Source: an optimization exercise on an open RTL-to-GDS flow (aim: small area, a short achievable clock period and few clock cycles per item). Production flows keep margins and buffers that such runs may drop. In this exercise RTL edits were held to simulation tests only and were not proved equivalent to the original.

==> flow/design.v, too long to show whole: its modules and the start of the top module <==
// module mdle_fadd: 53 lines
// module mdle_fmul_p: 29 lines
// module mdle_fmul_r: 31 lines
// module mdle_fmuln: 18 lines
// module mdle_fnorm: 21 lines
// module mdle_mixg: 42 lines
// module mdle_mul24: 1159 lines
// module mdle_x3: 173 lines
// module mdle_tick: 123 lines
module mdle_tick (
    input  wire        clk,
    input  wire        rst,
    input  wire        in_valid,
    output wire        in_ready,
    input  wire [31:0] in_x,
    input  wire [31:0] in_a,
    input  wire [31:0] in_b,
    input  wire [31:0] in_f,
    input  wire [31:0] in_feedback,
    input  wire [31:0] in_mix,
    output wire        out_valid,
    input  wire        out_ready,
    output reg  [31:0] out_y,
    output reg  [31:0] out_v
);
  // ...
==> flow/run.sh <==
#!/bin/bash
# synth_recipe.tcl (not shown) runs the flow's synth.tcl, then flattens the netlist and writes it again
# the make line also repeats each setting of config.mk as NAME=value (left out here)
make -C /OpenROAD-flow-scripts/flow DESIGN_CONFIG=/design/flow/config.mk WORK_HOME=/design/flow/orfs CLKGATE_MAP_FILE= SYNTH_SCRIPT=/design/flow/synth_recipe.tcl finish
==> flow/config.mk <==
export PLATFORM = sky130hd
export DESIGN_NAME = mdle_tick
export DESIGN_NICKNAME = mdle_tick
export VERILOG_FILES = /design/flow/design.v
export SDC_FILE = /design/flow/constraint.sdc
export NUM_CORES = 8
export LEC_CHECK = 0
export ABC_AREA = 1
export CAP_MARGIN = 50
export CORE_MARGIN = 2
export CORE_UTILIZATION = 60
export SLEW_MARGIN = 70
==> flow/constraint.sdc <==
create_clock -name core_clock -period 110.0 [get_ports {clk}]
set_input_delay 22.0000 -clock core_clock [delete_from_list [all_inputs] [get_ports {clk}]]
set_output_delay 22.0000 -clock core_clock [all_outputs]
set_load 0.01 [all_outputs]
==> impl_metrics.ini, run 1 <==
[global_route]
grt_max_degree = 113
grt-ovfl-total = 0
grt_use_met1_pct = 51.1

[final_layout]
final_cell_mix = nand2_1, inv_1, nand3_1
n_fill_cell = 19300

[sta]
setup_ws_ns = 86.33
timing.hold.ws_ns = 0.389

[setup_path]
crit_slowest_cell = clkdlybuf4s50_1
r2r_end = tw_1[26]
r2r_slack_ns = 88.27
end_kind = primary output
required_ns = 88.00

[clock_tree]
cts_setup_buffers = 0
cts_tree = done
cts_num_sinks = 792

[synthesis]
synth-seq-cells = 792
synthFlopType = edfxtp_1

[floorplan]
taps = 2821
die-area_um2 = 217000
initial_utilization_pct = 60.3

[outcome]
status = finished clean

[route]
route.top_layer_used = met5

[min_path]
worstHoldStart = fb0[24]

[placement]
io_buffers = 261
Testbench counts, summed over its fixed seeds: cycles 16,040, items 16,000.
==> inputs of run 2 (changes only) <==
--- a/flow/config.mk
+++ b/flow/config.mk
@@ -6,7 +6,7 @@
 export NUM_CORES = 8
 export LEC_CHECK = 0
 export ABC_AREA = 1
-export CAP_MARGIN = 50
+export CAP_MARGIN = 20
 export CORE_MARGIN = 2
 export CORE_UTILIZATION = 60
-export SLEW_MARGIN = 70
+export SLEW_MARGIN = 20
==> run 2 against run 1 <==
Effect of this change:
- worst hold slack better by 0.012 ns
- critical path depth stayed put
- area after synthesis stayed put
- largest cell class unchanged
- flip-flop and latch count stayed put
- final cell count is 0.40% lower
- register-to-register slack worse by 1.2 ns
==> impl_metrics.ini, run 2 <==
[outcome]
status = finished clean

[route]
num_vias = 134000
postRouteAntennaNets = 0
wl_per_cell_um = 23.5
firstDrtPassIters = 31
viasPerCell = 6.45
drtIter0Drc = 19500
drc_errors = 0
drt_wl_total_mm = 487

[synthesis]
synthCells = 18100
yosysWarnings = 5
syn_area_per_cell_um2 = 7.06
synth_top_cell_by_area = edfxtp_1
synth-seq-cells = 792
synth_seq_area_share_pct = 18.5
synth_common_cells = nand2_1, inv_1, nand3_1, nor2_1, o21ai_0
synth_edf_count = 784
async_flop_share_pct = 0
yosysMostFrequentCell = nand2_1
yosys-top-cells-area = edfxtp_1, fa_1, nand2_1, ha_1, inv_1
synth_top_area_share_pct = 18.4
synthFlopType = edfxtp_1
syn-cell-area_um2 = 128000
synth_cell_types = 92

[sta]
tightestPinTransition_ns = 1.26
fin_skew_ns = 0.0518
fin_tns_setup_ns = 0
rsz0062_at_grt = false
slew_viol_final = 0
setup_viol = 0
hold_viol_final = 0
relSlewSlack_pct = 15.1
min_period_ns = 23.66
fmax_mhz = 42.3
finalCritPeriodShare_pct = 21.5

[final_layout]
multi_input_area_um2 = 91300
regArea_um2 = 23700
final_common_cell = nand2_1
area_growth_pct = 6.01
drive_gt1_share_pct = 4.57
nets = 19700
final_cell_mix = nand2_1, inv_1, nand3_1
finalNonFillerCells = 20700
n_fill_cell = 19600

[job]
maxCapViolations = 0

[setup_path]
crit_slowest_cell = clkdlybuf4s50_1
required_ns = 88.00
crit_family = buffers and inverters
cp-start-kind = register
crit_path_cell_trace = clkdlybuf4s50_1
slowest_delay_ns = 0.54
path_max_fanout = 1
end_kind = primary output
crit_buf_inv = 1
cp.arrival_ns = 1.66
critical_path_class = register to primary output

[floorplan]
die-area_um2 = 217000
chipHeight_um = 466
io_pins = 262
initial_utilization_pct = 60.3
die_w_um = 466
fp-row-count = 169
core_area_um2 = 212000

[global_route]
grt_pass1_wl_mm = 738
grt-ovfl-total = 0
antenna_found_initial = 13
grt_max_degree = 166
grt_pass1_vias = 127000
grt_use_total_pct = 43.7

[clock_tree]
cts_hold_buf = 0
cts_made_buffers = 92
htreeDepth = 3
cts_tree = done
cts_num_sinks = 792
cts_setup_buffers = 0
root_buffer = clkbuf_16
postCtsResizedCells = 0
clockBufferDepth = 3
clk_latency_ns = 0.81
clkTransAtPathRegs_ns = 0.06

[min_path]
min_path_type = register to register

[placement]
routabilityCongestion = 1.08
io_buffers = 261
hpwlAfterDp_mm = 362
dp.cells = 20500
## run 2: cell types whose count changed in the layout (fill, tap and decap cells not counted), moves of 35 or more
| cell | delta |
|---|---|
| buf_6 | -35 |
| clkinv_1 | +37 |
| xor2_2 | -48 |
| nand2_1 | +42 |
| inv_1 | +108 |
| o21ai_1 | -92 |
| xor2_1 | +56 |
| clkinv_2 | -39 |
| nand2_4 | -37 |
| o21ai_0 | +126 |
| inv_2 | -80 |
## run 2: final timing paths
check / from / to / slack (ns) / cells after the start
setup / recovery: out_v[0] / out_v[0] / 86.34 / 1
hold / removal: fb0[24] / fb_1[24] / 0.40 / 0
setup reg to reg: a0[27] / tw_1[26] / 87.10 / 110
hold reg to reg: fb0[24] / fb_1[24] / 0.40 / 0
## run 2: per-stage QoR
stage	hold slack (ns)	cell area (µm²)	setup WS (ns)	util [%]
final	0.401	136000	86.34	64.0
after global routing	0.420	136000	84.94	63.9
after CTS	0.411	136000	86.29	63.9
after detailed placement	0.405	132000	86.30	62.5
after global placement	0.401	132000	86.32	62.5
after floorplan	0.400	128000	85.93	-
## run 2: area by class of cell
type / count / area share (%)
Multi-Input combinational cell: 13900 / 67.3
Sequential cell: 792 / 17.5
Inverter: 2409 / 6.67
Timing Repair Buffer: 558 / 3.60
Tap cell: 2821 / 2.60
Clock buffer: 109 / 1.78
Clock inverter: 64 / 0.529
Antenna cell: 12 / 0.0221
## run 2: worst reg2reg max path, delay by kind of cell (launching register included)
family / cells / cell delay, ns
xor gates and xnor gates: 3 / 0.75
buffers and inverters: 12 / 2.01
adders and majority gates: 12 / 4.97
DFF: 1 / 0.46
AOI/OAI and AO/OA: 16 / 3.26
and+or+nand+nor: 67 / 11.10
## run 2: logic make-up after synthesis
group	count (synthesis)	share of synthesized area, %
other cells	1	0.00293
mux	33	0.258
buf+inv	3383	10.2
fa+ha+maj	1757	23.2
flops	792	18.5
simple gates	7981	26.6
xor+xnor	472	3.27
compound gates	3697	17.9
## run 2: metal layers
layer	part of all wire [%]	global-route usage [%]
met1	35	50.9
met2	44	68.7
met3	12	13.8
met4	8.8	30.1
met5	0.082	1.05

port drivers added, routing unchanged:
In the flow no input, the clock included, has a driving cell. The finished layouts below were timed again as built, in two steps. Step 1 sets driving cells, clkbuf_16 on the clock port and buf_2 on the other inputs (assumed; they add their load-dependent delay and slew). Step 2 times the ports against the registers' clock, not the clock port: input delays grow and output delays shrink by t, the midpoint of the rising clock arrivals with the driver on. Slacks: no drivers / after step 1 / after step 2; pairs: no drivers / after step 1.
run	t, ns	slack for setup (ns)	worst setup path at the end	cell pins on the clock port's net
run 1	0.871	86.325 / 86.225 / 86.351	input to register	1
run 2	0.885	86.339 / 86.238 / 86.254	input to register	1
After both steps every run listed still meets setup and hold. For run 2, which loses most, drivers alone change the setup slack by -0.101 ns; drivers and shift together by -0.085 ns.
